Context: an optimization exercise on an open-source flow, tuned for small area. The choices shown serve that exercise and are no tape-out recipe. Only simulation tests tie the RTL to the original design; equivalence was not proved. Power and IR drop assume default switching activity.

[flow/design.v]
module labibus_core (
    input  wire         clk,
    input  wire         rst,
    input  wire         host_valid,
    output wire         host_ready,
    input  wire [1:0]   host_op,
    input  wire [7:0]   host_id,
    input  wire [15:0]  host_poll,
    input  wire [127:0] host_desc,
    input  wire [4:0]   host_desc_len,
    input  wire [63:0]  host_unit,
    input  wire [3:0]   host_unit_len,
    input  wire [31:0]  host_value,
    input  wire         rx_valid,
    input  wire [7:0]   rx_data,
    output wire         rx_ready,
    input  wire         turn_elapsed,
    input  wire         settle_elapsed,
    output wire         tx_valid,
    output reg  [7:0]   tx_data,
    input  wire         tx_ready,
    output wire         txc_clr,
    input  wire         txc,
    output reg          de,
    output reg          de_oe,
    output reg          uart_cfg_valid
);
    localparam [1:0] OP_CONFIGURE = 2'b01, OP_SET_VALUE = 2'b10;
    localparam [4:0] S_IDLE  = 5'd0,     
                     S_HW    = 5'd1,     
                     S_HC    = 5'd2,     
                     S_HL    = 5'd3,     
                     S_HA    = 5'd4,     
                     S_EW    = 5'd5,     
                     S_EC    = 5'd6,     
                     S_CV    = 5'd7,     
                     S_WS    = 5'd8,     
                     S_SYNC  = 5'd9,
                     S_BANG  = 5'd10,
                     S_IDH   = 5'd11,
                     S_IDL   = 5'd12,
                     S_COLON = 5'd13,
                     S_OP    = 5'd14,
                     S_SIGN  = 5'd15,
                     S_DIG   = 5'd16,    
                     S_DIGO  = 5'd17,    
                     S_DOT   = 5'd18,
                     S_BAR1  = 5'd19,
                     S_F0    = 5'd20,    
                     S_F1    = 5'd21,    
                     S_CHR   = 5'd22,    
                     S_E1    = 5'd23,
                     S_E2    = 5'd24,
                     S_BAR   = 5'd25,    
                     S_CRC   = 5'd26,
                     S_CR    = 5'd27,
                     S_LF    = 5'd28,
                     S_DR    = 5'd29;    
    function [15:0] crc16_step(input [7:0] b, input [15:0] crc);
        integer i;
        reg [15:0] c;
        begin
            c = crc ^ {8'h00, b};
            for (i = 0; i < 8; i = i + 1)
                c = c[0] ? ((c >> 1) ^ 16'hA001) : (c >> 1);
            crc16_step = c;
        end
    endfunction
    function [3:0] hex_to_val(input [7:0] c);
        begin
            if (c[7:4] == 4'h3 && (!c[3] || c[2:1] == 2'b00))
                hex_to_val = c[3:0];
            else if ((c[7:4] == 4'h4 || c[7:4] == 4'h6) && !c[3] && c[2:0] != 3'd0 && c[2:0] != 3'd7)
                hex_to_val = {1'b1, c[2:0] == 3'd3 || c[2:0] == 3'd4 || c[2:0] == 3'd5 || c[2:0] == 3'd6,
                              c[2:0] == 3'd1 || c[2:0] == 3'd2 || c[2:0] == 3'd5 || c[2:0] == 3'd6,
                              c[2:0] == 3'd2 || c[2:0] == 3'd4 || c[2:0] == 3'd6};
            else
                hex_to_val = 4'd0;
        end
    endfunction
    function [7:0] val_to_hex(input [3:0] v);
        begin
            val_to_hex = (v[3] && (v[2] || v[1])) ?
                         {5'b01100, v[2:0] == 3'd5 || v[2:0] == 3'd6 || v[2:0] == 3'd7,
                                    v[2:0] == 3'd3 || v[2:0] == 3'd4 || v[2:0] == 3'd7,
                                    v[2:0] == 3'd2 || v[2:0] == 3'd4 || v[2:0] == 3'd6} :
                         {4'h3, v};
        end
    endfunction
    function needs_escape(input [7:0] b);
        begin
            needs_escape = (b < 8'h20) || (b >= 8'h7F) || (b == 8'h21) ||
                           (b == 8'h3F) || (b == 8'h7C) || (b == 8'h5C);
        end
    endfunction
    reg [4:0]  st;
    reg [5:0]  c1;           
    reg [5:0]  c2;           
    reg [3:0]  n_occ;        
    reg [7:0]  m;            
    reg [4:0]  fa_n;
    reg [15:0] crc;          
    reg [7:0]  rid;          
    reg        r_poll;
    reg        r_ok;
    reg [43:0] br;           
    reg [3:0]  ph;
    reg        carry;
    reg        neg;
    reg [1:0]  pass;
    reg        started;
    reg [4:0]  a;
    reg [1:0]  sub;
    reg [5:0]  bc;
    wire [31:0] mh_all;      
    wire [7:0]  bh_all;      
    wire [7:0]  we_m;
    wire [7:0]  we_b;
    wire [3:0]  wnib;
    wire        wbit;
    genvar gs;
    generate
        for (gs = 0; gs < 8; gs = gs + 1) begin : slot
            reg [191:0] tr;
            reg [55:0]  wr;
            always @(posedge clk) begin
                tr <= {(we_m[gs] ? wnib : tr[3:0]), tr[191:4]};
                wr <= {(we_b[gs] ? wbit : wr[0]), wr[55:1]};
            end
            assign mh_all[4*gs +: 4] = tr[3:0];
            assign bh_all[gs]        = wr[0];
        end
    endgenerate
    wire [7:0] occ;
    genvar go;
    generate
        for (go = 0; go < 8; go = go + 1) begin : occd
            assign occ[go] = (n_occ > go);
        end
    endgenerate
    wire [7:0] hit = m & occ;
    wire       any_hit = |hit;
    reg  [2:0] hit_idx;
    integer k;
    always @(*) begin
        hit_idx = 3'd0;
        for (k = 7; k >= 0; k = k - 1)
            if (hit[k]) hit_idx = k[2:0];
    end
    wire [2:0] sel = any_hit ? hit_idx : n_occ[2:0];
    wire       hostmode = (st == S_HW) || (st == S_HC) || (st == S_HL) || (st == S_HA);
    wire       key7     = hostmode ? host_id[7] : rid[7];
    wire       key      = hostmode ? host_id[c2[2:0]] : rid[c2[2:0]];
    wire       found_lookup = any_hit && !key7;
    wire       found_find   = any_hit || !n_occ[3];
    wire [3:0] mh_sel = mh_all[4*sel +: 4];
    wire       bh_sel = bh_all[sel];
    wire [191:0] hring;      
    genvar gh;
    generate
        for (gh = 0; gh < 24; gh = gh + 1) begin : hmap
            if (gh >= 8) begin : d
                assign hring[8*gh +: 8] = {host_desc[8*(23-gh) +: 4], host_desc[8*(23-gh) + 4 +: 4]};
            end else begin : u
                assign hring[8*gh +: 8] = {host_unit[8*(7-gh) +: 4], host_unit[8*(7-gh) + 4 +: 4]};
            end
        end
    endgenerate
    reg  [47:0]  c1_oh;
    reg  [3:0]   hnib;
    integer q;
    always @(*) begin
        for (q = 0; q < 48; q = q + 1) c1_oh[q] = (c1 == q);
        hnib = 4'h0;
        for (q = 0; q < 48; q = q + 1) hnib = hnib | ({4{c1_oh[q]}} & hring[4*q +: 4]);
    end
    wire         hkeep = (c1[5] || c1[4]) ? ({1'b0, ~c1[5], ~c1[3:1]} < host_desc_len)
                                          : ({1'b0, ~c1[3:1]} < host_unit_len);
    assign wnib = hkeep ? hnib : 4'h0;
    reg sbit;
    always @(*) begin
        if (c2 < 6'd32)       sbit = host_value[~c2[4:0]];
        else if (c2 < 6'd48)  sbit = host_poll[~c2[3:0]];
        else                  sbit = host_id[c2[2:0]];
    end
    wire conf_wr = (host_op == OP_CONFIGURE) && (host_desc_len != 5'd0) && found_find;
    wire set_wr  = (host_op == OP_SET_VALUE) && found_lookup;
    wire c2_last = (c2 == 6'd55);
    wire m_write = (st == S_HL) && conf_wr;
    wire b_write = ((st == S_HL) && conf_wr && (c2 >= 6'd32)) ||
                   ((st == S_HL) && set_wr && ((c2 < 6'd32) || c2_last)) ||
                   ((st == S_EC) && c2_last && r_poll && found_lookup);
    assign wbit = c2_last ? ((st == S_HL) && (host_op == OP_SET_VALUE)) : sbit;
    genvar gw;
    generate
        for (gw = 0; gw < 8; gw = gw + 1) begin : wen
            assign we_m[gw] = m_write && (sel == gw);
            assign we_b[gw] = b_write && (sel == gw);
        end
    endgenerate
    assign host_ready = (st == S_HA);
    assign rx_ready   = (st == S_IDLE) && de_oe && !host_valid;
    wire   rx_fire    = rx_valid && rx_ready;
    wire [3:0] rx_hex = hex_to_val(rx_data);
    reg  [1:0] nib_idx;
    always @(*) nib_idx = (st == S_IDLE) ? (fa_n[1:0] + 2'd2) : sub;
    wire [3:0] crc_nib = crc[4*(3 - nib_idx) +: 4];
    wire [3:0] dig    = rid[3:0];
    wire       skip   = !started && (dig == 4'd0) && (a > (r_poll ? 5'd6 : 5'd0));
    wire [7:0] cb     = rid;
    wire       in_desc = a[4] || a[3];
    wire       cb_end = (cb == 8'h00);
    wire       cb_esc = needs_escape(cb);
    assign tx_valid = (st == S_SYNC) || (st == S_BANG) || (st == S_IDH) || (st == S_IDL) ||
                      (st == S_COLON) || (st == S_OP) || (st == S_SIGN) ||
                      ((st == S_DIGO) && !skip) || (st == S_DOT) || (st == S_BAR1) ||
                      (st == S_CHR) || (st == S_E1) || (st == S_E2) || (st == S_BAR) ||
                      (st == S_CRC) || (st == S_CR) || (st == S_LF);
    assign txc_clr  = tx_valid && tx_ready;
    wire   tx_fire  = tx_valid && tx_ready;
    wire   body_fire = tx_fire && (st != S_SYNC) && (st != S_CRC) &&
                       (st != S_CR) && (st != S_LF);
    reg [3:0] hex_nib;
    always @(*) begin
        case (st)
            S_IDH:   hex_nib = rid[7:4];
            S_IDL:   hex_nib = rid[3:0];
            S_E1:    hex_nib = cb[7:4];
            S_E2:    hex_nib = cb[3:0];
            default: hex_nib = crc_nib;
        endcase
    end
    always @(*) begin
        case (st)
            S_SYNC:  tx_data = 8'hFF;
            S_BANG:  tx_data = 8'h21;
            S_IDH, S_IDL, S_E1, S_E2, S_CRC: tx_data = val_to_hex(hex_nib);
            S_COLON: tx_data = 8'h3A;
            S_OP:    tx_data = r_poll ? 8'h50 : 8'h44;
            S_SIGN:  tx_data = 8'h2D;
            S_DIGO:  tx_data = {4'h3, dig};
            S_DOT:   tx_data = 8'h2E;
            S_CHR:   tx_data = cb_end ? 8'h7C : (cb_esc ? 8'h5C : cb);
            S_CR:    tx_data = 8'h0D;
            S_LF:    tx_data = 8'h0A;
            default: tx_data = 8'h7C;    
        endcase
    end
    wire [15:0] crc_next = crc16_step((st == S_IDLE) ? rx_data : tx_data, crc);
    function [3:0] add3(input [3:0] x);
        begin
            add3[3] = x[3] | (x[2] & (x[1] | x[0]));
            add3[2] = (x[3] & x[0]) | (x[2] & ~x[1] & ~x[0]);
            add3[1] = (x[3] & ~x[0]) | (~x[2] & x[1]) | (x[1] & x[0]);
            add3[0] = (x[3] & ~x[0]) | (~x[3] & ~x[2] & x[0]) | (x[2] & x[1] & ~x[0]);
        end
    endfunction
    wire       cv_first = (st == S_CV) && (pass == 2'd0) && (c2 == (r_poll ? 6'd0 : 6'd32));
    wire       cv_go    = (st == S_CV) && (pass == 2'd1);
    wire       dd_bit   = cv_first ? (bh_sel && !r_poll) : (bh_sel ^ neg);
    wire [3:0] ph_eff   = cv_first ? 4'd0 : ph;
    wire       cv_step  = (cv_first || cv_go) && (ph_eff != 4'd10);
    wire [3:0] br_adj   = add3(br[3:0]);
    wire       inc_step = (st == S_CV) && (pass == 2'd2) && (ph != 4'd10);
    wire       inc_c    = (ph == 4'd0) || carry;
    wire       inc_wrap = inc_c && (br[3:0] == 4'd9);
    wire [3:0] br_inc   = inc_wrap ? 4'd0 : br[3:0] + {3'd0, inc_c};
    wire       br_clear = (st == S_IDLE) || (st == S_HW) || (st == S_HC) || (st == S_HL) ||
                          (st == S_HA) || (st == S_EW) || (st == S_EC);
    wire [3:0] br_in    = br_clear ? 4'h0 :
                          cv_step  ? {br_adj[2:0], (ph_eff == 4'd0) ? dd_bit : carry} :
                          inc_step ? br_inc :
                                     br[3:0];
    always @(posedge clk) begin
        uart_cfg_valid <= 1'b0;
        c1 <= (c1 == 6'd47) ? 6'd0 : c1 + 6'd1;
        c2 <= (c2 >= 6'd5) ? c2 - 6'd5 : c2 + 6'd51;
        br <= {br_in, br[43:4]};
        ph <= (ph_eff == 4'd10) ? 4'd0 : ph_eff + 4'd1;
        if (cv_step) carry <= br_adj[3];
        else if (inc_step) carry <= inc_wrap;
        if (rst) begin
            st    <= S_IDLE;
            c1    <= 6'd0;
            c2    <= 6'd0;
            n_occ <= 4'd0;
            fa_n  <= 5'd0;
            de    <= 1'b0;
            de_oe <= 1'b0;
        end else begin
            if ((st == S_HW || st == S_EW) && c2_last)
                m <= 8'hFF;
            else if ((st == S_HC || st == S_EC) && c2 >= 6'd48 && !c2_last)
                m <= m & ~(bh_all ^ {8{key}});
            if (st == S_SYNC && tx_fire)
                crc <= 16'h0000;
            else if (body_fire)
                crc <= crc_next;
            if (st == S_SYNC)
                bc <= 6'd0;
            else if (body_fire)
                bc <= bc + 6'd1;
            case (st)
                S_IDLE: begin
                    if (host_valid) begin
                        st <= S_HW;
                    end else if (rx_fire) begin
                        if (fa_n == 5'd0) begin
                            if (rx_data == 8'h3F) begin
                                fa_n <= 5'd1;
                                crc  <= crc16_step(8'h3F, 16'h0000);
                                r_ok <= 1'b1;
                            end
                        end else if (rx_data == 8'h0D) begin
                        end else if (rx_data == 8'h0A) begin
                            if (fa_n == 5'd10 && r_ok) st <= S_EW;
                            else fa_n <= 5'd0;
                        end else if (!fa_n[4]) begin
                            fa_n <= fa_n + 5'd1;
                            if (fa_n <= 5'd5) crc <= crc_next;
                            if (fa_n == 5'd1 || fa_n == 5'd2) rid <= {rid[3:0], rx_hex};
                            if (fa_n == 5'd4) begin
                                r_poll <= (rx_data == 8'h50);
                                if (rx_data != 8'h50 && rx_data != 8'h44) r_ok <= 1'b0;
                            end
                            if (fa_n == 5'd5 && rx_data != 8'h7C) r_ok <= 1'b0;
                            if (fa_n >= 5'd6 && fa_n <= 5'd9 && rx_hex != crc_nib) r_ok <= 1'b0;
                        end else begin
                            fa_n <= 5'd0;      
                        end
                    end
                end
                S_HW: if (c2_last) st <= S_HC;
                S_HC: if (c2_last) st <= S_HL;
                S_HL: if (c2_last) st <= S_HA;
                S_HA: begin
                    if (host_op == OP_CONFIGURE && conf_wr) begin
                        if (!any_hit) n_occ <= n_occ + 4'd1;
                        if (!de_oe) begin
                            de_oe          <= 1'b1;
                            de             <= 1'b0;
                            uart_cfg_valid <= 1'b1;
                        end
                    end
                    st <= S_IDLE;
                end
                S_EW: if (c2_last) st <= S_EC;
                S_EC: if (c2_last) begin
                    fa_n <= 5'd0;
                    if (found_lookup && (!r_poll || bh_sel)) begin
                        de    <= 1'b1;
                        pass  <= 2'd0;
                        neg   <= 1'b0;
                        st    <= S_CV;
                    end else begin
                        st <= S_IDLE;
                    end
                end
                S_CV: begin
                    if (cv_first) begin
                        pass <= 2'd1;
                        neg  <= bh_sel && r_poll;
                    end
                    if (cv_go && ph == 4'd10 && c2 == (r_poll ? 6'd37 : 6'd53)) begin
                        if (neg) pass <= 2'd2;
                        else     st   <= S_WS;
                    end
                    if (pass == 2'd2 && ph == 4'd10) st <= S_WS;
                end
                S_WS: if (settle_elapsed) st <= S_SYNC;
                S_SYNC:  if (tx_fire) st <= S_BANG;
                S_BANG:  if (tx_fire) st <= S_IDH;
                S_IDH:   if (tx_fire) st <= S_IDL;
                S_IDL:   if (tx_fire) st <= S_COLON;
                S_COLON: if (tx_fire) st <= S_OP;
                S_OP:    if (tx_fire) begin
                    st      <= (r_poll && neg) ? S_SIGN : S_DIG;
                    a       <= 5'd9;
                    started <= 1'b0;
                    sub     <= 2'd0;
                end
                S_SIGN:  if (tx_fire) st <= S_DIG;
                S_DIG: if (ph == a[3:0]) begin
                    rid <= {rid[3:0], br[3:0]};
                    st  <= S_DIGO;
                end
                S_DIGO: begin
                    if (skip) begin
                        a  <= a - 5'd1;
                        st <= S_DIG;
                    end else if (tx_fire) begin
                        started <= 1'b1;
                        if (a == 5'd0)                 st <= S_BAR1;
                        else if (r_poll && a == 5'd6)  st <= S_DOT;
                        else begin a <= a - 5'd1;      st <= S_DIG; end
                    end
                end
                S_DOT:   if (tx_fire) begin a <= a - 5'd1; st <= S_DIG; end
                S_BAR1:  if (tx_fire) begin
                    a  <= 5'd23;
                    st <= r_poll ? S_CRC : S_F0;
                end
                S_F0: if (c1 == {a, 1'b0}) begin
                    rid     <= {rid[3:0], mh_sel};
                    st      <= S_F1;
                end
                S_F1: begin
                    rid     <= {rid[3:0], mh_sel};
                    st      <= S_CHR;
                end
                S_CHR: if (tx_fire) begin
                    if (cb_end) begin
                        if (!in_desc) st <= S_CRC;
                        else begin a <= 5'd7; st <= S_F0; end
                    end else if (cb_esc) begin
                        st <= S_E1;
                    end else if (a == 5'd8 || a == 5'd0) begin
                        st <= S_BAR;
                    end else begin
                        a <= a - 5'd1; st <= S_F0;
                    end
                end
                S_E1: if (tx_fire) st <= S_E2;
                S_E2: if (tx_fire) begin
                    if (a == 5'd8 || a == 5'd0) st <= S_BAR;
                    else begin a <= a - 5'd1; st <= S_F0; end
                end
                S_BAR: if (tx_fire) begin
                    if (!in_desc) st <= S_CRC;
                    else begin a <= a - 5'd1; st <= S_F0; end
                end
                S_CRC: if (tx_fire) begin
                    sub <= sub + 2'd1;
                    if (sub == 2'd3) st <= S_CR;
                end
                S_CR: if (tx_fire) st <= S_LF;
                S_LF: if (tx_fire) st <= S_DR;
                S_DR: if (txc) begin
                    de <= 1'b0;
                    st <= S_IDLE;
                end
                default: st <= S_IDLE;
            endcase
            if (body_fire && bc == 6'd63) st <= S_CRC;
            if ((body_fire && bc == 6'd63) || (st == S_BAR1 && tx_fire) ||
                ((st == S_CHR || st == S_BAR) && tx_fire && !in_desc && (cb_end || st == S_BAR)))
                sub <= 2'd0;
        end
    end
endmodule
[flow/flow/run.sh]
#!/bin/bash
set -euo pipefail
export BUFFER_PORTS_ARGS="-buffer_cell sky130_fd_sc_hd__buf_1"
export CTS_ARGS="-sink_clustering_enable -repair_clock_nets -dont_use_dummy_load -sink_clustering_size 13 -sink_clustering_max_diameter 36 -buf_list {sky130_fd_sc_hd__clkbuf_4}"
bash standard.sh > standard_flow.log 2>&1
[flow/standard.sh]
#!/bin/bash
# synth_recipe.tcl (not shown) runs the flow's synth.tcl, then flattens the netlist and writes it again
# the make line also repeats each setting of config.mk as NAME=value (left out here)
make -C /OpenROAD-flow-scripts/flow DESIGN_CONFIG=/design/flow/config.mk WORK_HOME=/design/flow/orfs CLKGATE_MAP_FILE= SYNTH_SCRIPT=/design/flow/synth_recipe.tcl "${@:-finish}"
[flow/config.mk]
export PLATFORM = sky130hd
export DESIGN_NAME = labibus_core
export DESIGN_NICKNAME = labibus_core
export VERILOG_FILES = /design/flow/design.v
export SDC_FILE = /design/flow/constraint.sdc
export NUM_CORES = 4
export LEC_CHECK = 0
export CAP_MARGIN = 20
export CORE_MARGIN = 2
export CORE_UTILIZATION = 45
export PLACE_DENSITY = 0.65
export SLEW_MARGIN = 20
[flow/constraint.sdc]
create_clock -name core_clock -period 20.0 [get_ports {clk}]
set_input_delay 4.0000 -clock core_clock [delete_from_list [all_inputs] [get_ports {clk}]]
set_output_delay 4.0000 -clock core_clock [all_outputs]
set_load 0.01 [all_outputs]
==> run notes, run 1 <==
post-route cell area=55500 sq um; first-pass GRT wire length=147000 microns; DR vias=25700; worst hold start=slot[5].tr[49]$_DFF_P_; clock network fraction of total power=24.7%; Async SR Flop Fraction=0%; xor-xnor portion of the synthesized cell area=1.16%; Synth Cell Area=51100 sq um; router iterations before antenna repair=7; CP startpoint kind=input port; PostCTS Resize Cnt=0; Max Buffers Root-to-Sink=3; Hold Vio Cnt, Final=0; post-synthesis register bit count=2113; leakage=21.4 nW; hold crit path type=reg -> reg; length of routed met2 wiring=41000 microns; die height=341 microns; I/O Pins=290; RSZ-0062 raised after global routing=false; antenna violations before repair=10; maximum VDD drop=0.0655 mV; Inserted Clock Buffers=206; final-report setup violation count=0; total setup buffers inserted after CTS=0; Final HPWL DP=67700 microns; max frequency=0.114 GHz; Synth Net Count=3743; Pins Over Slew Limit=0; Slew @ Worst Pin=1090 ps; Starting DRT DRC Count=2060; Synth Warn #=1; crit end category=output pin; total clock sinks=2113; DRT met1 WL=43500 microns; Area Overhead vs Synth=8.52%; met3 wire length=8440 microns; antenna viol nets, final=0; synthesized area per cell=14.9 sq um; largest family of logic cells by synthesized area=compound AO/OA/AOI/OAI gates; GRT Util Overall=16.8%; gp weighted congestion=1.17; Post-Syn Instances=3435; vias per cell=4.79; via count of the first global-routing pass=24900; largest net degree at the start of global routing=38; Final min period=8800 ps; H-tree lvl count=4; # DRC=0; port bufs=288; core area=113000 sq um; power per cell area=116 nW/um^2; period utilization=44.0%; DR top layer=met4; layout cells sized above 1=7.26%; Comb power frac=8.6%; Psw=1.52 mW; routed length per instance=18.3 microns; Seq pwr share=66.8%; crit path from=host_valid; root buffer cell=clkbuf_4; Total Wirelength=98100 microns; CP max FO=4; Rel. slew slack=26.3%; Initial Utilization=45.4%; Reg clk slew, reported paths=120 ps; nets=4178; site row count=123; outcome=no timing/DRC/antenna violations; die area=116000 sq um; hold path cells=0; R2R depth=13; FF-to-FF Start=st[1]$_SDFFE_PP0P_; Die X=341 microns; WS Path Type=in -> out; worst skew pair latency=1090 ps; grt total ovfl=0; Post-synth EDFFs=52; Worst Path Arrival=4790 ps; Max-Cap Viols=0; Internal=4.93 mW; Synth Flop Type=dfxtp_1; fillcell total=9728; total power=6.45 mW; post-synthesis compound-gate area fraction=6.26%; CTS tree=built; CTS Hold Bufs=0; cell area after placement=53900 sq um; Critical Path RT=16000 ps; sequential share of the synthesized area=83.7%; Yosys cell types=90; sw frac=23.5%; Layout Skew=141 ps; multiplexer area fraction after synthesis=1.53%; post-synthesis simple-gate area fraction=5.56%; Sum Neg Setup Slack=0 ps; Adder-Cell Fraction of Synth Area=0.807%
stage by stage:
stage / cells / hold slack (ps) / utilization, % / setup slack, ps
global placement: 5162 / 310 / 47.9 / 11250
CTS: 5368 / 182 / 49.2 / 11220
finish: 5375 / 230 / 49.3 / 11210
detailed placement: 5162 / 312 / 47.9 / 11220
global route: 5372 / 185 / 49.3 / 11110
floorplan: 3435 / 310 / - / 11590
power by group through the flow:
stage               Sequential [mW]  Combinational (mW)  Clock [mW]
floorplan                      4.36               0.402           0
global placement               4.40               0.534           0
detailed placement             4.40               0.538           0
CTS                            4.30               0.541        1.68
global route                   4.31               0.595        1.85
finish                         4.30               0.553        1.59
path summary, 6_finish.rpt:
kind,end,slack [ps]
min,slot[5].tr[45]$_DFF_P_,230
max,rx_ready,11210
max reg2reg,crc[0]$_DFFE_PN_,14980
min reg2reg,slot[5].tr[45]$_DFF_P_,230
cell usage in the layout, fill, tap and decap left out, types with 24 or more instances in the layout:
cell type / netlist / routed
xnor2_1: 30 / 30
clkbuf_4: 0 / 206
dfxtp_1: 2061 / 2061
mux2i_1: 24 / 24
a21oi_1: 67 / 67
edfxtp_1: 52 / 52
nand3_1: 51 / 51
nor2_1: 180 / 180
a22oi_1: 56 / 56
ha_1: 33 / 33
o21ai_0: 91 / 90
inv_1: 46 / 46
nand2_1: 169 / 169
nor3_1: 32 / 32
a22o_1: 30 / 30
a221oi_1: 35 / 35
buf_1: 5 / 288
routing by layer:
| metal | vias up | track usage, % |
|---|---|---|
| met2 | 1057 | 24.7 |
| met5 | - | 0 |
| met4 | 0 | 9.58 |
| met3 | 276 | 5.29 |
| met1 | 12000 | 21.9 |
| li1 | 12400 | - |
worst max-delay path, stage by stage:
cell and delay [ps]:
buf_1 140, nor3_1 430, buf_1 220
synthesized netlist by cell type, drive strengths merged, types with 8 or more instances:
cell type | count | area (sq um)
a211oi | 14 | 105
inv | 46 | 173
xnor2 | 32 | 307
and2 | 13 | 81.3
a31oi | 17 | 106
and3 | 16 | 100
or2 | 8 | 50.1
mux2 | 10 | 113
nand4 | 22 | 138
ha | 33 | 413
a32oi | 9 | 78.8
nor3b | 10 | 75.1
nand3 | 51 | 255
nand2b | 22 | 138
nor4 | 14 | 87.6
or3 | 13 | 81.3
mux2i | 24 | 240
nor2b | 17 | 106
edfxtp | 52 | 1560
a221oi | 36 | 322
a22oi | 56 | 420
nor2 | 181 | 682
nand2 | 169 | 634
o211ai | 19 | 148
a21oi | 69 | 353
dfxtp | 2061 | 41300
a21boi | 11 | 93.8
o21ai | 99 | 511
clkbuf | 65 | 244
o22ai | 15 | 93.8
nor3 | 35 | 190
a22o | 30 | 263
mux4 | 19 | 428
o21a | 13 | 97.6
xor2 | 23 | 220
buf | 10 | 58.8
sequential cells by signal, indices dropped and copies added (netlist names), 2 cells and up:
register and cells:
a 5, bc 6, br 44, c1 6, c2 6, crc 16
fa_n 5, m 8, n_occ 4, pass 2, ph 4, rid 8
slot.tr 1536, slot.wr 448, st 5, sub 2
area by class of cell:
cell class | instances | area (sq um) | area share (%)
antenna | 7 | 17.5 | 0.0316
clock buffer | 206 | 1550 | 2.79
inverter | 49 | 184 | 0.331
multi-input combinational | 1198 | 7860 | 14.2
sequential | 2113 | 42800 | 77.2
tap | 1500 | 1880 | 3.38
timing repair buffer | 302 | 1190 | 2.14
kinds of logic after synthesis:
logic type                 Yosys count
buffers and inverters              124
adders and majority gates           33
muxes                               53
xor gates and xnor gates            58
AOI/OAI and AO/OA                  456
and+or+nand+nor                    598
DFF                               2113
==> inputs of run 2 (changes only) <==
==> flow/flow/run.sh (replaced) <==
#!/bin/bash
set -euo pipefail
export BUFFER_PORTS_ARGS="-buffer_cell sky130_fd_sc_hd__buf_1"
export CTS_ARGS="-sink_clustering_enable -repair_clock_nets -dont_use_dummy_load -sink_clustering_size 11 -sink_clustering_max_diameter 40 -buf_list {sky130_fd_sc_hd__clkbuf_4}"
bash standard.sh > standard_flow.log 2>&1
==> run notes, run 2 <==
Max Buffers Root-to-Sink=3 (unchanged); GRT Util Overall=16.9% (+0.11 points); commonest non-fill, non-tap cell in the layout=dfxtp_1; max reg flops=1536 (unchanged); first-pass GRT wire length=148000 microns (+0.61%); area of the multi-input gates=7860 sq um (unchanged); Synth Net Count=3743 (unchanged); Synth Warn #=1 (unchanged); hold slack final=230 ps (+0.0320 ps); Yosys cell types=90 (unchanged); top-count cell post-synth=dfxtp_1; Seq pwr share=66.2% (-0.6 points); Hold Vio Cnt, Final=0 (unchanged); CP startpoint kind=input port; sequential share of the synthesized area=83.7% (unchanged); Internal=4.97 mW (+0.78%); Worst Path Arrival=4800 ps (about the same); clock network fraction of total power=25.3% (+0.6 points); Comb power frac=8.5% (about the same); Rel. slew slack=25.7% (-0.60 points); worst skew pair latency=1060 ps (-30 ps); Area Overhead vs Synth=8.77%; nets=4196 (+0.43%); RSZ-0062 raised after global routing=false; Post-synth EDFFs=52 (unchanged); total setup buffers inserted after CTS=0 (unchanged); site row count=123 (unchanged); Final min period=8800 ps (+4.70 ps); WS Path Type=in -> out; crit end category=output pin; Post-Syn Instances=3435 (unchanged); post-route cell area=55600 sq um (+0.23%); Die X=341 microns (unchanged); Psw=1.53 mW (+1.1%); maximum VDD drop=0.0636 mV (-2.9%); I/O Pins=290 (unchanged); port bufs=288 (unchanged); H-tree lvl count=4 (unchanged); largest registers=slot.tr: 1536 flops, slot.wr: 448 flops, br: 44 flops; antenna viol nets, final=0 (unchanged); Synth area leaders=dfxtp_1 (81%), edfxtp_1 (3.1%), nor2_1 (1.3%); Total Wirelength=98900 microns (+0.78%); Layout Skew=137 ps (-4.34 ps); DR vias=25900 (+0.75%); Synth Flop Type=dfxtp_1; Synth Cell Area=51100 sq um (unchanged); area leader, netlist=dfxtp_1; Starting DRT DRC Count=1973 (-4.2%); sw frac=23.6% (+0.059 points); die area=116000 sq um (unchanged); CTS Hold Bufs=0 (unchanged); outcome=no timing/DRC/antenna violations; post-synthesis register bit count=2113 (unchanged); power per cell area=117 nW/um^2 (+0.62%); leakage=21.5 nW (+0.39%); Synth top area share=80.7% (unchanged); Sum Neg Setup Slack=0 ps (unchanged); # DRC=0 (unchanged); CP max FO=4 (unchanged); top post-synthesis cells by count=dfxtp_1 (2061), nor2_1 (180), nand2_1 (169), o21ai_0 (91), a21oi_1 (67); FF+latch area=42800 sq um (unchanged); die height=341 microns (unchanged); routed length per instance=18.3 microns (+0.50%); Inserted Clock Buffers=224 (+8.7%); Max-Cap Viols=0 (unchanged); synthesized area per cell=14.9 sq um (unchanged); Async SR Flop Fraction=0% (unchanged); vias per cell=4.81 (+0.47%); Critical Path RT=16000 ps (about the same); largest register by flop count=slot.tr; root buffer cell=clkbuf_4; PostCTS Resize Cnt=0 (unchanged); grt total ovfl=0 (unchanged); CTS tree=built; via count of the first global-routing pass=25200 (+0.94%); Final HPWL DP=67700 microns (unchanged); cell area after placement=53900 sq um (unchanged); Initial Utilization=45.4% (unchanged); final-report setup violation count=0 (unchanged); layout cells sized above 1=7.69% (+0.43 points); Reg clk slew, reported paths=100 ps (-20 ps); Pins Over Slew Limit=0 (unchanged); core area=113000 sq um (unchanged); antenna violations before repair=8 (-2); total clock sinks=2113 (unchanged); largest net degree at the start of global routing=38 (unchanged); fillcell total=9733 (+0.051%); gp weighted congestion=1.17 (unchanged); commonest non-fill, non-tap cells in the layout=dfxtp_1 (2061), buf_1 (288), clkbuf_4 (224), nor2_1 (180), nand2_1 (169); Slew @ Worst Pin=1110 ps (+12.0 ps); router iterations before antenna repair=7 (unchanged); period utilization=44.0% (about the same); max frequency=0.114 GHz (about the same); hold crit path type=reg -> reg
-- run 2: path summary, 6_finish.rpt --
check / from / to / slack [ps] / cells after the start
worst max-delay path: host_valid / rx_ready / 11200 / 3
worst min-delay path: slot[3].tr[6]$_DFF_P_ / slot[3].tr[2]$_DFF_P_ / 230 / 0
worst max register to register: st[0]$_SDFFE_PP0P_ / crc[0]$_DFFE_PN_ / 15080 / 13
worst min register to register: slot[3].tr[6]$_DFF_P_ / slot[3].tr[2]$_DFF_P_ / 230 / 0
-- run 2: final cells by class --
class	instances	area share, %
multi-input combinational	1198	14.1
clock buffer	224	3.02
timing repair buffer	302	2.13
tap	1500	3.37
inverter	49	0.331
antenna	4	0.0180
sequential	2113	77.0
-- run 2: critical path: stages --
cell and delay [ps]:
buf_1 140, nor3_1 440, buf_1 220
-- run 2: power by group through the flow --
stage	registers [mW]	clock network (mW)	logic, mW
floorplan	4.36	0	0.402
global placement	4.40	0	0.534
detailed placement	4.40	0	0.538
CTS	4.30	1.74	0.541
global route	4.31	1.91	0.594
finish	4.30	1.65	0.553
-- run 2: cells by family (layout without fill, tap and decap cells) --
logic type	Yosys count	after routing	synth area share (%)
adder cells (fa/ha/maj)	33	33	0.807
XOR/XNOR	58	58	1.16
multiplexers	53	53	1.53
flip-flops	2113	2113	83.7
AND/OR/NAND/NOR	598	598	5.56
buffers and inverters	124	575	0.952
other	0	4	0
AO/OA/AOI/OAI	456	456	6.26
-- run 2: metal layers --
layer | global-route usage, % | up-vias | wire (microns)
met1 | 21.8 | 12100 | 43000
met4 | 10.2 | 0 | 5260
met2 | 24.6 | 1129 | 41400
li1 | - | 12500 | -
met5 | 0 | - | 0
met3 | 5.74 | 291 | 9230
-- run 2: per-stage QoR --
stage                     power [mW]  instances  util [%]  setup slack (ps)
after global placement          4.93       5162      47.9             11250
final                           6.50       5390      49.4             11200
after CTS                       6.58       5386      49.4             11220
after global routing            6.81       5389      49.4             11140
after detailed placement        4.94       5162      47.9             11220
after floorplan                 4.76       3435         -             11590
==> inputs of run 3 (changes only) <==
==> flow/flow/run.sh (replaced) <==
#!/bin/bash
set -euo pipefail
export BUFFER_PORTS_ARGS="-buffer_cell sky130_fd_sc_hd__buf_1"
export CTS_ARGS="-sink_clustering_enable -repair_clock_nets -dont_use_dummy_load -sink_clustering_size 12 -sink_clustering_max_diameter 40 -buf_list {sky130_fd_sc_hd__clkbuf_4}"
bash standard.sh > standard_flow.log 2>&1
==> run notes, run 3 <==
Die X=341 microns (unchanged); final-report setup violation count=0 (unchanged); Sum Neg Setup Slack=0 ps (unchanged); CP startpoint kind=input port; power per cell area=116 nW/um^2 (-0.44%); Post-Place Setup Slack=11220 ps (unchanged); Synth Cell Area=51100 sq um (unchanged); area of the multi-input gates=7860 sq um (unchanged); Synth Net Count=3743 (unchanged); top post-synthesis cells by count=dfxtp_1 (2061), nor2_1 (180), nand2_1 (169), o21ai_0 (91), a21oi_1 (67); CP max FO=4 (unchanged); area leader, netlist=dfxtp_1; Synth area leaders=dfxtp_1 (81%), edfxtp_1 (3.1%), nor2_1 (1.3%); largest net degree at the start of global routing=38 (unchanged); root buffer cell=clkbuf_4; commonest non-fill, non-tap cell in the layout=dfxtp_1; CTS tree=built; hold crit path type=reg -> reg; Worst Path Arrival=4830 ps (+30 ps); via count of the first global-routing pass=25000 (-0.58%); antenna violations before repair=10 (+2); CTS Hold Bufs=0 (unchanged); Starting DRT DRC Count=2022 (+2.5%); Async SR Flop Fraction=0% (unchanged); die area=116000 sq um (unchanged); routed length per instance=18.4 microns (about the same); Post-Syn Instances=3435 (unchanged); max frequency=0.113 GHz (-0.35%); grt total ovfl=0 (unchanged); largest register by flop count=slot.tr; synthesized area per cell=14.9 sq um (unchanged); Final HPWL DP=67700 microns (unchanged); grt peak-use layer=met2; Final Core Density=49.3% (-0.084 points); Slew @ Worst Pin=1130 ps (+21.9 ps); met3 capacity usage during global routing=5.80% (+0.056 points); Pins Over Slew Limit=0 (unchanged); post-route cell area=55500 sq um (-0.17%); Max-Cap Viols=0 (unchanged); router iterations before antenna repair=7 (unchanged); outcome=no timing/DRC/antenna violations; RSZ-0062 raised after global routing=false; worst hold start=slot[6].wr[29]$_DFF_P_; grt met1 use=21.9% (+0.035 points); total setup buffers inserted after CTS=0 (unchanged); vias per cell=4.80 (-0.26%); largest registers=slot.tr: 1536 flops, slot.wr: 448 flops, br: 44 flops; Total Wirelength=98800 microns (about the same); Post-synth EDFFs=52 (unchanged); Max Buffers Root-to-Sink=3 (unchanged); PostCTS Resize Cnt=0 (unchanged); total power=6.46 mW (-0.61%); first-pass GRT wire length=148000 microns (-0.15%); Synth Flop Type=dfxtp_1; total clock sinks=2113 (unchanged); period utilization=44.2% (+0.16 points); Synth top area share=80.7% (unchanged); Synth Warn #=1 (unchanged); Layout Skew=124 ps (-12.9 ps); fin worst setup slack=11170 ps (-31.1 ps); max reg flops=1536 (unchanged); worst skew pair latency=1080 ps (+20 ps); Inserted Clock Buffers=209 (-6.7%); site row count=123 (unchanged); nets=4181 (-0.36%); leakage=21.4 nW (-0.32%); commonest non-fill, non-tap cells in the layout=dfxtp_1 (2061), buf_1 (288), clkbuf_4 (209), nor2_1 (180), nand2_1 (169); FF-to-FF Start=n_occ[0]$_SDFFE_PP0P_; cell area after placement=53900 sq um (unchanged); Critical Path RT=16000 ps (about the same); core area=113000 sq um (unchanged); maximum VDD drop=0.0646 mV (+1.5%); layout cells sized above 1=7.34% (-0.36 points); H-tree lvl count=4 (unchanged); fillcell total=9736 (+0.031%); Final min period=8830 ps (+31.1 ps); post-synthesis register bit count=2113 (unchanged); hold slack final=240 ps (+10.1 ps); port bufs=288 (unchanged); antenna viol nets, final=0 (unchanged); Area Overhead vs Synth=8.58%; FF+latch area=42800 sq um (unchanged); Reg clk slew, reported paths=110 ps (about the same); gp weighted congestion=1.17 (unchanged); Hold Vio Cnt, Final=0 (unchanged); DR vias=25800 (-0.41%); Non-Filler Instances=5382 (-0.15%); die height=341 microns (unchanged); GRT Util Overall=16.9% (-0.030 points); dpl cells=5162 (unchanged); crit path from=host_valid; I/O Pins=290 (unchanged); Rel. slew slack=24.0% (-1.7 points); WS Path Type=in -> out; sequential share of the synthesized area=83.7% (unchanged); crit end category=output pin; top-count cell post-synth=dfxtp_1; Yosys cell types=90 (unchanged); # DRC=0 (unchanged); Initial Utilization=45.4% (unchanged); grt met2 use=24.4% (-0.17 points)
==> run 3: cell counts after synthesis <==
Identical to the previous run, type by type.
==> run 3: worst max-delay path: stages <==
cell	delay, ps
buf_1	140
nor3_1	470
buf_1	220
==> run 3: final cells by class <==
cell class | instances | share of cell area [%]
sequential | 2113 | 77.1
multi-input combinational | 1198 | 14.2
tap | 1500 | 3.38
clock buffer | 209 | 2.83
timing repair buffer | 302 | 2.14
inverter | 49 | 0.331
antenna | 11 | 0.0496
==> run 3: power by group <==
part / switching (mW) / internal, mW / total [mW]
clock network: 1.12 / 0.480 / 1.60
registers: 0.0496 / 4.25 / 4.30
logic: 0.351 / 0.204 / 0.555
==> run 3: final timing paths <==
kind                                 end  slack (ps)  depth (start not counted)
setup / recovery                rx_ready       11170                          3
hold / removal    slot[6].wr[28]$_DFF_P_         240                          0
setup reg to reg   pass[1]$_SDFFCE_PN0P_       15050                         13
hold reg to reg   slot[6].wr[28]$_DFF_P_         240                          0
==> run 3: logic make-up (layout without fill, tap and decap cells) <==
group / after synthesis / count (layout) / synth area share (%)
xor+xnor: 58 / 58 / 1.16
fa+ha+maj: 33 / 33 / 0.807
mux: 53 / 53 / 1.53
buf+inv: 124 / 560 / 0.952
simple gates: 598 / 598 / 5.56
other cells: 0 / 11 / 0
flops: 2113 / 2113 / 83.7
compound gates: 456 / 456 / 6.26
==> run 3: per-layer routing <==
metal  routed length (microns)  part of all wire [%]
met1                     43300                    44
met2                     40800                    41
met3                      8870                   9.0
met4                      5890                   6.0
met5                         0                     0
==> inputs of run 4 (changes only) <==
--- a/flow/design.v
+++ b/flow/design.v
@@ -155,27 +155,32 @@
     wire       found_find   = any_hit || !n_occ[3];
     wire [3:0] mh_sel = mh_all[4*sel +: 4];
     wire       bh_sel = bh_all[sel];
-    wire [191:0] hring;      
+    wire [255:0] hring;
     genvar gh;
     generate
-        for (gh = 0; gh < 24; gh = gh + 1) begin : hmap
-            if (gh >= 8) begin : d
-                assign hring[8*gh +: 8] = {host_desc[8*(23-gh) +: 4], host_desc[8*(23-gh) + 4 +: 4]};
+        for (gh = 0; gh < 64; gh = gh + 1) begin : hmap
+            localparam integer HI = gh / 16;
+            localparam integer LO = gh % 16;
+            localparam integer BA = (((7 - LO / 2) & 7) << 2) | (3 - HI);    
+            localparam integer NB = (LO % 2 == 0) ? 4 : 0;                   
+            if (LO < 4) begin : none
+                assign hring[4*gh +: 4] = 4'h0;
+            end else if (BA >= 8) begin : d
+                assign hring[4*gh +: 4] = host_desc[8*(23-BA) + NB +: 4];
             end else begin : u
-                assign hring[8*gh +: 8] = {host_unit[8*(7-gh) +: 4], host_unit[8*(7-gh) + 4 +: 4]};
+                assign hring[4*gh +: 4] = host_unit[8*(7-BA) + NB +: 4];
             end
         end
     endgenerate
-    reg  [47:0]  c1_oh;
     reg  [3:0]   hnib;
     integer q;
     always @(*) begin
-        for (q = 0; q < 48; q = q + 1) c1_oh[q] = (c1 == q);
         hnib = 4'h0;
-        for (q = 0; q < 48; q = q + 1) hnib = hnib | ({4{c1_oh[q]}} & hring[4*q +: 4]);
+        for (q = 0; q < 64; q = q + 1)
+            if (q % 16 >= 4) hnib = hnib | ({4{c1 == q}} & hring[4*q +: 4]);
     end
-    wire         hkeep = (c1[5] || c1[4]) ? ({1'b0, ~c1[5], ~c1[3:1]} < host_desc_len)
-                                          : ({1'b0, ~c1[3:1]} < host_unit_len);
+    wire         hkeep = !(c1[3] && c1[2]) ? ({1'b0, c1[3], c1[1], c1[5:4]} < host_desc_len)
+                                           : ({1'b0, c1[1], c1[5:4]} < host_unit_len);
     assign wnib = hkeep ? hnib : 4'h0;
     reg sbit;
     always @(*) begin
@@ -273,7 +278,7 @@
                                      br[3:0];
     always @(posedge clk) begin
         uart_cfg_valid <= 1'b0;
-        c1 <= (c1 == 6'd47) ? 6'd0 : c1 + 6'd1;
+        c1 <= (c1[3:0] == 4'd15) ? {c1[5:4] + 2'd1, 4'd4} : c1 + 6'd1;
         c2 <= (c2 >= 6'd5) ? c2 - 6'd5 : c2 + 6'd51;
         br <= {br_in, br[43:4]};
         ph <= (ph_eff == 4'd10) ? 4'd0 : ph_eff + 4'd1;
@@ -281,7 +286,7 @@
         else if (inc_step) carry <= inc_wrap;
         if (rst) begin
             st    <= S_IDLE;
-            c1    <= 6'd0;
+            c1    <= 6'd4;
             c2    <= 6'd0;
             n_occ <= 4'd0;
             fa_n  <= 5'd0;
@@ -400,7 +405,7 @@
                     a  <= 5'd23;
                     st <= r_poll ? S_CRC : S_F0;
                 end
-                S_F0: if (c1 == {a, 1'b0}) begin
+                S_F0: if (c1 == {~a[1:0], ~a[4:2], 1'b0}) begin
                     rid     <= {rid[3:0], mh_sel};
                     st      <= S_F1;
                 end
==> run notes, run 4 <==
worst skew pair latency=1070 ps (about the same); Reg clk slew, reported paths=110 ps (about the same); H-tree lvl count=4 (unchanged); multiplexer area fraction after synthesis=2.28% (+0.75 points); first-pass GRT wire length=139000 microns (-5.9%); critical path depth=4 (+1); period utilization=44.3% (+0.14 points); sw frac=23.9% (+0.26 points); max frequency=0.113 GHz (-0.31%); RSZ-0062 raised after global routing=false; via count of the first global-routing pass=24300 (-3.0%); Non-Filler Instances=5286 (-1.8%); Slew @ Worst Pin=1110 ps (-13.6 ps); fillcell total=9619 (-1.2%); Comb power frac=9.7% (+1.1 points); antenna viol nets, final=0 (unchanged); Area Overhead vs Synth=8.54% (about the same); Synth area leaders=dfxtp_1 (81%), edfxtp_1 (3.1%), mux2_2 (0.97%); commonest non-fill, non-tap cells in the layout=dfxtp_1 (2060), buf_1 (287), clkbuf_4 (207), nand2_1 (126), nor2_1 (120); largest registers=slot.tr: 1536 flops, slot.wr: 448 flops, br: 44 flops; Pins Over Slew Limit=0 (unchanged); Rel. slew slack=25.6% (+1.6 points); Initial Utilization=45.3% (-0.062 points); max incr delay on CP=320 ps (-150 ps); sequential share of the synthesized area=84.0% (+0.23 points); total clock sinks=2113 (unchanged); core area=112000 sq um (-0.14%); FF-to-FF Start=st[1]$_SDFFE_PP0P_; Synth Flop Type=dfxtp_1; power per cell area=118 nW/um^2 (+1.6%); WS Path Type=in -> out; Psw=1.56 mW (+2.5%); Post-Syn Instances=3355 (-2.3%); Worst Path Arrival=4860 ps (+30 ps); area of the multi-input gates=7650 sq um (-2.7%); grt total ovfl=0 (unchanged); dpl cells=5072 (-1.7%); Max-Cap Viols=0 (unchanged); PostCTS Resize Cnt=0 (unchanged); xor-xnor portion of the synthesized cell area=1.14% (-0.019 points); crit end category=output pin; Synth Cell Area=51000 sq um (-0.27%); routed length per instance=17.1 microns (-6.7%); site row count=123 (unchanged); router iterations before antenna repair=8 (+1); top post-synthesis cells by count=dfxtp_1 (2061), nand2_1 (126), nor2_1 (120), clkbuf_1 (88), a21oi_1 (85); post-synthesis compound-gate area fraction=6.05% (-0.21 points); crit path to=txc_clr; CP max FO=5 (+1); Hold Vio Cnt, Final=0 (unchanged); # DRC=0 (unchanged); crit-path most repeated cell=buf_1; final-report setup violation count=0 (unchanged); vias per cell=4.70 (-2.1%); clock network fraction of total power=24.5% (-0.3 points); FF+latch area=42800 sq um (about the same); Layout Skew=114 ps (-10.0 ps); nets=4093 (-2.1%); grt met2 use=23.0% (-1.4 points); GRT Util Overall=15.6% (-1.3 points); die height=341 microns (-0.13%); r2r endpoint=crc[0]$_DFFE_PN_; CP delay by family, top=buffers and inverters; largest net degree at the start of global routing=45 (+18%); post-synthesis simple-gate area fraction=4.62% (-0.94 points); r2r setup slk=14970 ps (-80 ps); port bufs=288 (unchanged); largest family of logic cells by synthesized area=compound AO/OA/AOI/OAI gates; Inserted Clock Buffers=207 (-0.96%); outcome=no timing/DRC/antenna violations; worst path cell trace=buf_1 -> nand2_1 -> inv_1 -> buf_1; area leader, netlist=dfxtp_1; hold crit path type=reg -> reg; Adder-Cell Fraction of Synth Area=0.908% (+0.10 points); Internal=4.99 mW (+0.97%); layout cells sized above 1=8.39% (+1.1 points); top-count cell post-synth=dfxtp_1; critical path's slowest cell=inv_1; maximum VDD drop=0.0672 mV (+4.2%); crit path from=tx_ready; Seq pwr share=65.7% (-0.9 points); die area=116000 sq um (-0.27%); I/O Pins=290 (unchanged); met3 capacity usage during global routing=3.80% (-2.0 points); Max Buffers Root-to-Sink=3 (unchanged); Starting DRT DRC Count=1636 (-19%); commonest non-fill, non-tap cell in the layout=dfxtp_1; grt met1 use=20.8% (-1.0 points); largest register by flop count=slot.tr; total setup buffers inserted after CTS=0 (unchanged); total power=6.55 mW (+1.3%); gp weighted congestion=0.923 (-21%); root buffer cell=clkbuf_4; CTS tree=built; CTS Hold Bufs=0 (unchanged); max reg flops=1536 (unchanged); DR vias=24800 (-3.8%); Yosys cell types=85 (-5.6%); Synth Warn #=1 (unchanged); Critical Path RT=16000 ps (about the same); leakage=21.3 nW (-0.45%); Sum Neg Setup Slack=0 ps (unchanged); Die X=341 microns (-0.13%); hold path cells=0 (unchanged); post-route cell area=55400 sq um (-0.31%); R2R depth=13 (unchanged); CP startpoint kind=input port; grt peak-use layer=met2; Final HPWL DP=60000 microns (-11%); CP bufs+invs=3 (+1); cell area after placement=53800 sq um (-0.27%); Async SR Flop Fraction=0% (unchanged); Final min period=8860 ps (+27.8 ps); synthesized area per cell=15.2 sq um (+2.1%); Synth Net Count=3667 (-2.0%); Total Wirelength=90600 microns (-8.3%); antenna violations before repair=4 (-6); Synth top area share=80.9% (+0.22 points); Post-synth EDFFs=52 (unchanged); post-synthesis register bit count=2113 (unchanged)
[run 4: cell types whose count changed in the layout (fill, tap and decap cells not counted), sizes merged, moves of 10 or more]
cell,previous run,this run
a22o,30,43
a21oi,69,85
nand3,51,71
o21ai,99,85
mux2,10,44
nand2,169,126
o211ai,19,8
buf,302,312
a221oi,36,25
nor2,181,122
nand4,22,12
[run 4: power by group through the flow]
stage	sequential, mW	clock (mW)	combinational [mW]
after floorplan	4.36	0	0.468
after global placement	4.40	0	0.631
after detailed placement	4.40	0	0.626
after CTS	4.30	1.69	0.629
after global routing	4.31	1.87	0.692
final	4.30	1.60	0.638
[run 4: worst min path at each step]
stage,start,to,slack [ps]
CTS,slot[1].wr[47]$_DFF_P_,slot[1].wr[46]$_DFF_P_,260
global route,slot[0].tr[99]$_DFF_P_,slot[0].tr[95]$_DFF_P_,260
floorplan,br[4]$_DFF_P_,br[0]$_DFF_P_,310
global placement,slot[1].tr[158]$_DFF_P_,slot[1].tr[154]$_DFF_P_,310
detailed placement,slot[2].tr[117]$_DFF_P_,slot[2].tr[113]$_DFF_P_,310
finish,slot[0].tr[99]$_DFF_P_,slot[0].tr[95]$_DFF_P_,270
[run 4: per-layer routing]
metal	wire length [microns]	up-vias	share of wire, %
met5	0	-	0
met3	5490	260	6.1
met4	4740	0	5.2
met1	41900	11700	46
met2	38400	813	42
li1	-	12100	-
[run 4: kinds of logic after synthesis]
family,after synthesis
mux,87
compound gates,437
fa+ha+maj,37
flops,2113
xor+xnor,59
buf+inv,139
simple gates,483
[run 4: worst register-to-register path, stage by stage (launching register included)]
cell      delay (ps)
dfxtp_1          470
buf_4            300
or4_1            690
o21ai_4          300
nand3_1          110
a32oi_1          530
a21oi_1          250
o21ai_0          360
a21oi_1          140
xnor2_1          300
xor2_1           300
xor3_2           460
xor3_1           400
o2bb2a_4         200
[run 4: area by class of cell]
| cell class | count | area share, % |
|---|---|---|
| antenna | 7 | 0.0316 |
| clock buffer | 207 | 2.81 |
| inverter | 43 | 0.292 |
| multi-input combinational | 1103 | 13.8 |
| sequential | 2113 | 77.4 |
| tap | 1500 | 3.39 |
| timing repair buffer | 313 | 2.29 |
[run 4: through the flow]
stage	hold WS (ps)	worst slack, ps	utilization, %
after floorplan	310	11570	-
after global placement	310	11150	47.8
after detailed placement	312	11140	47.8
after CTS	264	11140	49.2
after global routing	262	11150	49.2
final	267	11140	49.2
==> inputs of run 5 (changes only) <==
==> flow/flow/run.sh (replaced) <==
#!/bin/bash
set -euo pipefail
export BUFFER_PORTS_ARGS="-buffer_cell sky130_fd_sc_hd__buf_1"
export CTS_ARGS="-sink_clustering_enable -repair_clock_nets -dont_use_dummy_load -sink_clustering_size 11 -sink_clustering_max_diameter 40 -buf_list {sky130_fd_sc_hd__clkbuf_4}"
bash standard.sh > standard_flow.log 2>&1
==> run notes, run 5 <==
Max Buffers Root-to-Sink=3 (unchanged); total clock sinks=2113 (unchanged); top post-synthesis cells by count=dfxtp_1 (2061), nand2_1 (126), nor2_1 (120), clkbuf_1 (88), a21oi_1 (85); Inserted Clock Buffers=223 (+7.7%); area leader, netlist=dfxtp_1; Area Overhead vs Synth=8.80%; layout cells sized above 1=8.77% (+0.39 points); power per cell area=119 nW/um^2 (+0.42%); period utilization=44.1% (-0.18 points); routed length per instance=17.1 microns (-0.46%); Synth Warn #=1 (unchanged); RSZ-0062 raised after global routing=false; Rel. slew slack=25.5% (-0.092 points); maximum VDD drop=0.0747 mV (+11%); clock network fraction of total power=25.0% (+0.5 points); leakage=21.4 nW (+0.35%); commonest non-fill, non-tap cell in the layout=dfxtp_1; crit end category=output pin; Synth area leaders=dfxtp_1 (81%), edfxtp_1 (3.1%), mux2_2 (0.97%); CP startpoint kind=input port; area of the multi-input gates=7650 sq um (unchanged); CP bufs+invs=3 (unchanged); Critical Path RT=16000 ps (about the same); commonest non-fill, non-tap cells in the layout=dfxtp_1 (2060), buf_1 (287), clkbuf_4 (223), nand2_1 (126), nor2_1 (120); post-synthesis register bit count=2113 (unchanged); worst skew pair latency=1090 ps (+20 ps); GRT Util Overall=15.6% (-0.019 points); Hold Vio Cnt, Final=0 (unchanged); top-count cell post-synth=dfxtp_1; Sum Neg Setup Slack=0 ps (unchanged); core area=112000 sq um (unchanged); fillcell total=9605 (-0.15%); cell area after placement=53800 sq um (unchanged); via count of the first global-routing pass=24500 (+0.77%); crit-path most repeated cell=buf_1; largest registers=slot.tr: 1536 flops, slot.wr: 448 flops, br: 44 flops; critical path's slowest cell=inv_1; Synth Flop Type=dfxtp_1; sw frac=23.8% (about the same); outcome=no timing/DRC/antenna violations; Synth Cell Area=51000 sq um (unchanged); Total Wirelength=90500 microns (about the same); hold crit path type=reg -> reg; DR vias=24900 (+0.33%); Async SR Flop Fraction=0% (unchanged); CP max FO=5 (unchanged); router iterations before antenna repair=5 (-3); die area=116000 sq um (unchanged); vias per cell=4.70 (about the same); Layout Skew=140 ps (+25.5 ps); Internal=5.02 mW (+0.68%); Starting DRT DRC Count=1637 (+0.061%); Post-Syn Instances=3355 (unchanged); max frequency=0.113 GHz (+0.40%); I/O Pins=290 (unchanged); synthesized area per cell=15.2 sq um (unchanged); final-report setup violation count=0 (unchanged); total setup buffers inserted after CTS=0 (unchanged); PostCTS Resize Cnt=0 (unchanged); largest net degree at the start of global routing=45 (unchanged); Seq pwr share=65.3% (-0.4 points); CTS tree=built; root buffer cell=clkbuf_4; total power=6.59 mW (+0.66%); nets=4109 (+0.39%); Synth top area share=80.9% (unchanged); Final min period=8820 ps (-35.4 ps); largest register by flop count=slot.tr; H-tree lvl count=4 (unchanged); first-pass GRT wire length=139000 microns (-0.10%); Yosys cell types=85 (unchanged); port bufs=288 (unchanged); Initial Utilization=45.3% (unchanged); Comb power frac=9.7% (about the same); Final HPWL DP=60000 microns (unchanged); Post-synth EDFFs=52 (unchanged); site row count=123 (unchanged); max incr delay on CP=320 ps (about the same); Worst Path Arrival=4820 ps (-40 ps); grt total ovfl=0 (unchanged); CTS Hold Bufs=0 (unchanged); sequential share of the synthesized area=84.0% (unchanged); Die X=341 microns (unchanged); antenna violations before repair=6 (+2); Pins Over Slew Limit=0 (unchanged); # DRC=0 (unchanged); WS Path Type=in -> out; antenna viol nets, final=0 (unchanged); Max-Cap Viols=0 (unchanged); Psw=1.57 mW (+0.60%); Slew @ Worst Pin=1120 ps (+1.37 ps); Synth Net Count=3667 (unchanged); die height=341 microns (unchanged); max reg flops=1536 (unchanged); Reg clk slew, reported paths=100 ps (about the same); worst path cell trace=buf_1 -> nand2_1 -> inv_1 -> buf_1; CP delay by family, top=buffers and inverters; gp weighted congestion=0.923 (unchanged); FF+latch area=42800 sq um (unchanged); post-route cell area=55500 sq um (+0.24%)
==> run 5: cells by family (layout without fill, tap and decap cells) <==
group / after synthesis / count (layout) / share of synthesized area, %
flops: 2113 / 2113 / 84.0
simple gates: 483 / 483 / 4.62
compound gates: 437 / 437 / 6.05
buf+inv: 139 / 579 / 1.03
mux: 87 / 87 / 2.28
xor+xnor: 59 / 59 / 1.14
fa+ha+maj: 37 / 37 / 0.908
other cells: 0 / 12 / 0
==> run 5: power by group through the flow <==
stage | logic, mW | clock network [mW] | registers, mW
finish | 0.638 | 1.65 | 4.30
global route | 0.692 | 1.91 | 4.31
CTS | 0.629 | 1.74 | 4.30
detailed placement | 0.626 | 0 | 4.40
global placement | 0.631 | 0 | 4.40
floorplan | 0.468 | 0 | 4.36
==> run 5: path summary, 6_finish.rpt <==
check | slack (ps) | start | end | cells after the start
setup reg to reg | 14960 | st[1]$_SDFFE_PP0P_ | crc[0]$_DFFE_PN_ | 13
hold / removal | 260 | slot[7].tr[5]$_DFF_P_ | slot[7].tr[1]$_DFF_P_ | 0
setup / recovery | 11180 | tx_ready | txc_clr | 4
hold reg to reg | 260 | slot[7].tr[5]$_DFF_P_ | slot[7].tr[1]$_DFF_P_ | 0
==> run 5: final cells by class <==
cell class | count | share of cell area, %
Inverter | 43 | 0.291
Clock buffer | 223 | 3.02
Sequential cell | 2113 | 77.2
Multi-Input combinational cell | 1103 | 13.8
Tap cell | 1500 | 3.38
Timing Repair Buffer | 313 | 2.29
Antenna cell | 12 | 0.0541
==> run 5: per-layer routing <==
metal	global-route usage, %	routed length, microns
met4	9.25	4800
met2	23.0	38300
met1	20.8	41700
met3	3.84	5700
met5	0	0
==> run 5: metrics by stage <==
stage / setup slack [ps] / instances / hold WS, ps / utilization, %
2_1_floorplan: 11570 / 3355 / 310 / -
3_3_place_gp: 11150 / 5072 / 310 / 47.8
3_5_place_dp: 11140 / 5072 / 312 / 47.8
4_1_cts: 11140 / 5295 / 240 / 49.3
5_1_grt: 11150 / 5305 / 248 / 49.3
6_report: 11180 / 5307 / 257 / 49.3
==> run 5: worst register-to-register path: stages (launching register included) <==
cell and delay [ps]:
dfxtp_1 490, buf_4 310, or4_1 690, o21ai_4 290, a32oi_1 150, a32oi_1 450
a21oi_1 240, nor4b_1 270, o21ai_0 180, a21oi_1 270, xnor3_1 350, xor3_2 490
xor3_1 400, o2bb2a_4 200

-- re-timing with driven ports --
The flow's constraints put no driver on any port. The routed layouts listed below were extracted and timed again, unchanged, in two steps.
Step 1 assumes that a clkbuf_16 drives the clock port and a buf_2 every other input.
Step 2 adds t to the input delays and takes it off the output delays; t is the mean of the earliest and latest rising clock arrival at the registers after step 1. Input paths then give back, and output paths get back, about the clock's delay inside the block.
Three values: ideal ports, drivers, drivers and shift; two values: the first two.
run | t (ns) | setup WS [ns] | worst register clock-pin slew, ns | worst data-port slew with drivers (ns)
run 1 | 1.066 | 11.205 / 11.183 / 11.183 | 0.12 / 0.12 | 0.08
run 2 | 1.053 | 11.200 / 11.179 / 11.179 | 0.11 / 0.11 | 0.15
run 3 | 1.078 | 11.169 / 11.148 / 11.148 | 0.12 / 0.12 | 0.08
run 4 | 1.069 | 11.141 / 11.115 / 11.115 | 0.12 / 0.12 | 0.11
run 5 | 1.090 | 11.177 / 11.150 / 11.150 | 0.12 / 0.12 | 0.11
After both steps setup and hold are still met in every run listed. The setup slack of run 5, which loses most, moves by -0.027 ns with the drivers and by -0.027 ns with both steps.
